Background: an optimization exercise with open tools, aiming at small area, a short achievable clock period and few clock cycles. Do not read the settings as production practice. The RTL was checked by simulation tests, not by an equivalence proof against the original design. Power figures rest on the tool's default switching activity, not on a simulated workload.

try-juniper:
// wordstuf_core
module wordstuf_core (
    input  wire        clk,
    input  wire        rst,
    input  wire        cmd_valid,
    output wire        cmd_ready,
    input  wire [39:0] cmd,
    output reg         rsp_valid,
    output reg         rsp_err,
    output reg         rsp_flag,
    output reg  [31:0] rsp_value
);
export LEC_CHECK = 0
export CAP_MARGIN = 20
export CORE_MARGIN = 2
export CORE_UTILIZATION = 70
export SLEW_MARGIN = 20
create_clock -name core_clock -period 12.0 [get_ports {clk}]
standard.sh (not shown) runs the stock make flow with config.mk's settings and CLKGATE_MAP_FILE= SYNTH_SCRIPT=/design/flow/synth_recipe.tcl, a recipe that flattens the netlist after the stock synthesis.
==> flow/flow/run.sh <==
#!/bin/bash
# The standard layout (standard.sh, all steps), with these changes to how the
# layout is made:
#  - the buffers that ORFS puts on every input and output port are
#    sky130_fd_sc_hd__buf_2 instead of the platform's default delay buffer;
#  - the pin placer keeps rst, cmd_valid and cmd_ready together, since
#    cmd_ready is a short function of rst;
#  - clock tree synthesis uses clkbuf_8 buffers on small sink clusters and
#    inserts no dummy loads.
# The whole flow's output is kept in flow_standard.log in the work folder;
# ORFS's per-step logs are under orfs/logs.
set -euo pipefail
export BUFFER_PORTS_ARGS="-buffer_cell sky130_fd_sc_hd__buf_2"
export PLACE_PINS_ARGS="-group_pins {rst cmd_ready cmd_valid}"
export CTS_ARGS="-sink_clustering_enable -repair_clock_nets -dont_use_dummy_load -buf_list sky130_fd_sc_hd__clkbuf_8 -sink_clustering_size 16 -sink_clustering_max_diameter 45"
bash standard.sh > flow_standard.log 2>&1
Testbench counts of try-juniper, summed over its fixed seeds: cycles 47,848.
The inputs of try-lagoon differ from those of try-juniper as listed below.
--- a/flow/design.v
+++ b/flow/design.v
@@ -115,17 +115,16 @@
     wire        ok     = exec & legal;
     reg [7:0]  dst [0:63];
     reg [7:0]  enc [0:63];
     reg [31:0] scn_w;
     reg [31:0] scn_p;
     reg        dec_ovr;           
     reg [2:0]  dec_last;
     reg [6:0]  dec_cur;
-    reg [7:0]  dec_m11;           
     reg [1:0]  dec_k;             
     reg [6:0]  dec_cap;
     reg [5:0]  walk_n;            
     reg [6:0]  walk_t;            
     reg [6:0]  wf_b0;             
     reg        wf_big;            
     reg        wf_huge;           
     reg [5:0]  enc_len;
@@ -157,18 +156,17 @@
     wire [7:0] h0 = dst[0], h1 = dst[1], h2 = dst[2], h3 = dst[3];
     wire       h_big  = (h1 != 8'd0) || (h2 != 8'd0) || (h3[6:0] != 7'd0);
     wire [6:0] h_t    = dec_cur - 7'd7;              
     wire       h_c0   = (dec_cur == 7'd3);
     wire       h_odd0 = (dec_cur < 7'd7);            
     wire       h_end  = !h_big && (h0[6:0] == h_t);
     wire       h_odd  = h_big || ({1'b0, h0[6:0]} + 8'd4 > {1'b0, h_t});
     wire [5:0] h_n    = h0[5:0] + 6'd4;
-    wire       h_walk = dec_complete && !dec_ovr && !h3[7] && !h_big &&
-                        !dec_m11[7] && (h0[6:0] <= dec_m11[6:0]);
+    wire       h_walk = dec_complete && !dec_ovr && !h_c0 && !h_odd0 && !h3[7] && !h_end && !h_odd;
     wire [1:0] wa = walk_n[1:0];
     reg  [7:0] f0;
     reg        f_big, f_huge;
     integer k;
     always @(*) begin
         f0 = 8'd0; f_big = 1'b0; f_huge = 1'b0;
         for (k = 0; k < 4; k = k + 1) begin
             if (k[1:0] == wa)        f0 = dst_lane[k];
@@ -339,52 +337,44 @@
     always @(posedge clk) rst_q <= rst;
     always @(posedge clk) begin
         if (rst_q) begin
             scn_w    <= 32'd0;
             scn_p    <= 32'd0;
             dec_ovr  <= 1'b0;
             dec_last <= ST_PARSING;
             dec_cur  <= 7'd0;
-            dec_m11  <= -8'sd11;
             dec_k    <= 2'd0;
             dec_cap  <= 7'd64;
         end else begin
             if (ok) begin
                 if (is_scan_setw)  scn_w <= arg;
                 if (is_scan_start) scn_p <= 32'd0;
                 if (is_scan_byte) begin
                     scn_w <= scn_w_next;
                     scn_p <= scn_p_next;
                 end
                 if (is_dec_init) begin
                     dec_cap  <= arg[6:0];
                     dec_ovr  <= 1'b0;
                     dec_cur  <= 7'd0;
-                    dec_m11  <= -8'sd11;
                     dec_k    <= 2'd0;
                     dec_last <= ST_PARSING;
                 end
                 if (is_ingest) begin
                     if (!dec_complete) begin
                         dec_k <= dec_k_next;
                         if (!dec_ovr) begin
-                            if (dec_room) begin
-                                dec_cur <= dec_cur + 7'd1;
-                                dec_m11 <= dec_m11 + 8'd1;
-                            end
+                            if (dec_room) dec_cur <= dec_cur + 7'd1;
                             else          dec_ovr <= 1'b1;
                         end
                     end else begin
                         dec_k   <= 2'd0;
                         dec_ovr <= 1'b0;
-                        if (!h_walk) begin
-                            dec_cur <= 7'd0;
-                            dec_m11 <= -8'sd11;
-                        end
+                        if (!h_walk) dec_cur <= 7'd0;
                         if (dec_ovr)
                             dec_last <= ST_DST_OVERRUN;
                         else if (h_c0)
                             ;                            
                         else if (h_odd0)
                             dec_last <= ST_OFFSET_ODD;
                         else if (h3[7])
                             dec_last <= ST_OFFSET_TOO_BIG;
@@ -392,17 +382,16 @@
                             dec_last <= ST_PARSING;
                         else if (h_odd)
                             dec_last <= ST_OFFSET_ODD;
                     end
                 end
             end
             if (f_wd && w_stop) begin
                 dec_cur  <= 7'd0;
-                dec_m11  <= -8'sd11;
                 dec_last <= wf_huge ? ST_OFFSET_TOO_BIG : w_end ? ST_PARSING : ST_OFFSET_ODD;
             end
         end
     end
     always @(posedge clk) begin
         wf_b0   <= f0[6:0];
         wf_big  <= f_big;
         wf_huge <= f_huge;
From try-juniper to try-lagoon the numbers moved as follows: final layout net count went down, final cell utilization of the core was more or less identical, worst path setup slack after routing lost 0.030 ns, share of the final layout cell area in sequential cells shows an increase of 0.70 points.
Relative to try-juniper, post-synthesis sequential area ratio increased by 0.74 points in try-lagoon.
try-lagoon vs try-juniper: synthesized cell count down
Lower routed length on met3 was reported by try-lagoon, not try-juniper.
On depth of the worst hold-timing path: between try-lagoon and try-juniper, it ends up lower for try-juniper.
Summary of the comparison: arrival time at the worst endpoint is higher in try-lagoon, relative to try-juniper.
Testbench counts of try-lagoon, summed over its fixed seeds: cycles 47,848.

========
Another version of the RTL of wordstuf_core (not shown whole).
Size: roughly 4700 cells after synthesis, roughly 59000 µm² of cells after synthesis.
Settings: LEC_CHECK=0, CAP_MARGIN=20, CORE_MARGIN=2, CORE_UTILIZATION=70, SLEW_MARGIN=20; clock period 12.0 ns.
Scripts as last shown in full above: flow/flow/run.sh
The starting point completed without violations.
Testbench counts at the start, summed over its fixed seeds: cycles 47,848.
==> next run, changes <==
--- a/flow/design.v
+++ b/flow/design.v
@@ -114,19 +114,18 @@
     wire        exec   = v_q & !busy;
     wire        ok     = exec & legal;
     reg [7:0]  dst [0:63];
     reg [7:0]  enc [0:63];
     reg [31:0] scn_w;
     reg [31:0] scn_p;
     reg        dec_ovr;           
     reg [2:0]  dec_last;
     reg [6:0]  dec_cur;
-    reg [7:0]  dec_m11;           
     reg [1:0]  dec_k;             
     reg [6:0]  dec_cap;
     reg [5:0]  walk_n;            
     reg [6:0]  wf_b0;             
     reg        wf_big;            
     reg        wf_huge;           
     reg [5:0]  enc_len;
     reg [3:0]  enc_row;           
     reg [23:0] enc_carry;         
@@ -153,20 +152,19 @@
     wire dec_room = (dec_cur < dec_cap);
     wire [7:0] h0 = dst[0], h1 = dst[1], h2 = dst[2], h3 = dst[3];
     wire       h_big  = (h1 != 8'd0) || (h2 != 8'd0) || (h3[6:0] != 7'd0);
     wire [6:0] h_t    = dec_cur - 7'd7;              
     wire       h_c0   = (dec_cur == 7'd3);
     wire       h_odd0 = (dec_cur < 7'd7);            
     wire       h_end  = !h_big && (h0[6:0] == h_t);
     wire       h_odd  = h_big || ({1'b0, h0[6:0]} + 8'd4 > {1'b0, h_t});
     wire [5:0] h_n    = h0[5:0] + 6'd4;
-    wire       h_walk = dec_complete && !dec_ovr && !h3[7] && !h_big &&
-                        !dec_m11[7] && (h0[6:0] <= dec_m11[6:0]);
+    wire       h_walk = dec_complete && !dec_ovr && !h_c0 && !h_odd0 && !h3[7] && !h_end && !h_odd;
     wire [1:0] wa = walk_n[1:0];
     reg  [7:0] f0;
     reg        f_big, f_huge;
     integer k;
     always @(*) begin
         f0 = 8'd0; f_big = 1'b0; f_huge = 1'b0;
         for (k = 0; k < 4; k = k + 1) begin
             if (k[1:0] == wa)        f0 = dst_lane[k];
             if (k[1:0] == wa + 2'd1) f_big = f_big | (dst_lane[k] != 8'd0);
@@ -337,72 +335,63 @@
     reg rst_q;
     always @(posedge clk) rst_q <= rst;
     always @(posedge clk) begin
         if (rst_q) begin
             scn_w    <= 32'd0;
             scn_p    <= 32'd0;
             dec_ovr  <= 1'b0;
             dec_last <= ST_PARSING;
             dec_cur  <= 7'd0;
-            dec_m11  <= -8'sd11;
             dec_k    <= 2'd0;
             dec_cap  <= 7'd64;
         end else begin
             if (ok) begin
                 if (is_scan_setw)  scn_w <= arg;
                 if (is_scan_start) scn_p <= 32'd0;
                 if (is_scan_byte) begin
                     scn_w <= scn_w_next;
                     scn_p <= scn_p_next;
                 end
                 if (is_dec_init) begin
                     dec_cap  <= arg[6:0];
                     dec_ovr  <= 1'b0;
                     dec_cur  <= 7'd0;
-                    dec_m11  <= -8'sd11;
                     dec_k    <= 2'd0;
                     dec_last <= ST_PARSING;
                 end
                 if (is_ingest) begin
                     if (!dec_complete) begin
                         dec_k <= dec_k_next;
                         if (!dec_ovr) begin
-                            if (dec_room) begin
-                                dec_cur <= dec_cur + 7'd1;
-                                dec_m11 <= dec_m11 + 8'd1;
-                            end
+                            if (dec_room) dec_cur <= dec_cur + 7'd1;
                             else          dec_ovr <= 1'b1;
                         end
                     end else begin
                         dec_k   <= 2'd0;
                         dec_ovr <= 1'b0;
-                        if (!h_walk) begin
-                            dec_cur <= 7'd0;
-                            dec_m11 <= -8'sd11;
-                        end
+                        if (!h_walk) dec_cur <= 7'd0;
                         if (dec_ovr)
                             dec_last <= ST_DST_OVERRUN;
                         else if (h_c0)
                             ;                            
                         else if (h_odd0)
                             dec_last <= ST_OFFSET_ODD;
                         else if (h3[7])
                             dec_last <= ST_OFFSET_TOO_BIG;
                         else if (h_end)
                             dec_last <= ST_PARSING;
                         else if (h_odd)
                             dec_last <= ST_OFFSET_ODD;
                     end
                 end
             end
             if (f_wd && w_stop) begin
                 dec_cur  <= 7'd0;
-                dec_m11  <= -8'sd11;
                 dec_last <= wf_huge ? ST_OFFSET_TOO_BIG : w_end ? ST_PARSING : ST_OFFSET_ODD;
             end
         end
     end
     always @(posedge clk) begin
         wf_b0   <= f0[6:0];
         wf_big  <= f_big;
         wf_huge <= f_huge;
         p_hitv  <= e_hitv;
What happened: Flip-flop and latch count decreases by 8. Clock power stays flat. Power decreases by 0.63%. Worst hold slack loses 14 ps. First-iteration DRC count decreases by 12%. Critical path depth increases by 12. Clock skew decreases by 66 ps.
Testbench counts after the change, summed over its fixed seeds: cycles 47,848.

re-timing with driven ports:
No port has a modelled driver above. Below, the same layouts with a new extraction and two added sets of constraints. Step 1, drivers: a clkbuf_16 drives clk and a buf_2 each remaining input, both assumed. Step 2 also shifts input and output timing later by t, the mid clock arrival at the registers, as if the neighbouring blocks saw the same clock. a / b / c = ideal / step 1 / step 2; a / b = the first two.
run	shift t [ns]	slack for setup (ns)	worst hold slack (ns)	worst setup path at the end
try-juniper	0.892	6.768 / 6.750 / 6.750	0.457 / 0.457 / 0.457	input to output
try-lagoon	0.857	6.738 / 6.718 / 6.718	0.459 / 0.459 / 0.459	input to output
the first run of note 2	0.848	6.743 / 6.726 / 6.726	0.465 / 0.465 / 0.465	input to output
the second run of note 2	0.881	6.604 / 6.604 / 6.604	0.450 / 0.450 / 0.450	register to register
After both steps every run listed still meets setup and hold. The setup slack of try-lagoon, which loses most, moves by -0.020 ns with the drivers and by -0.020 ns with both steps.
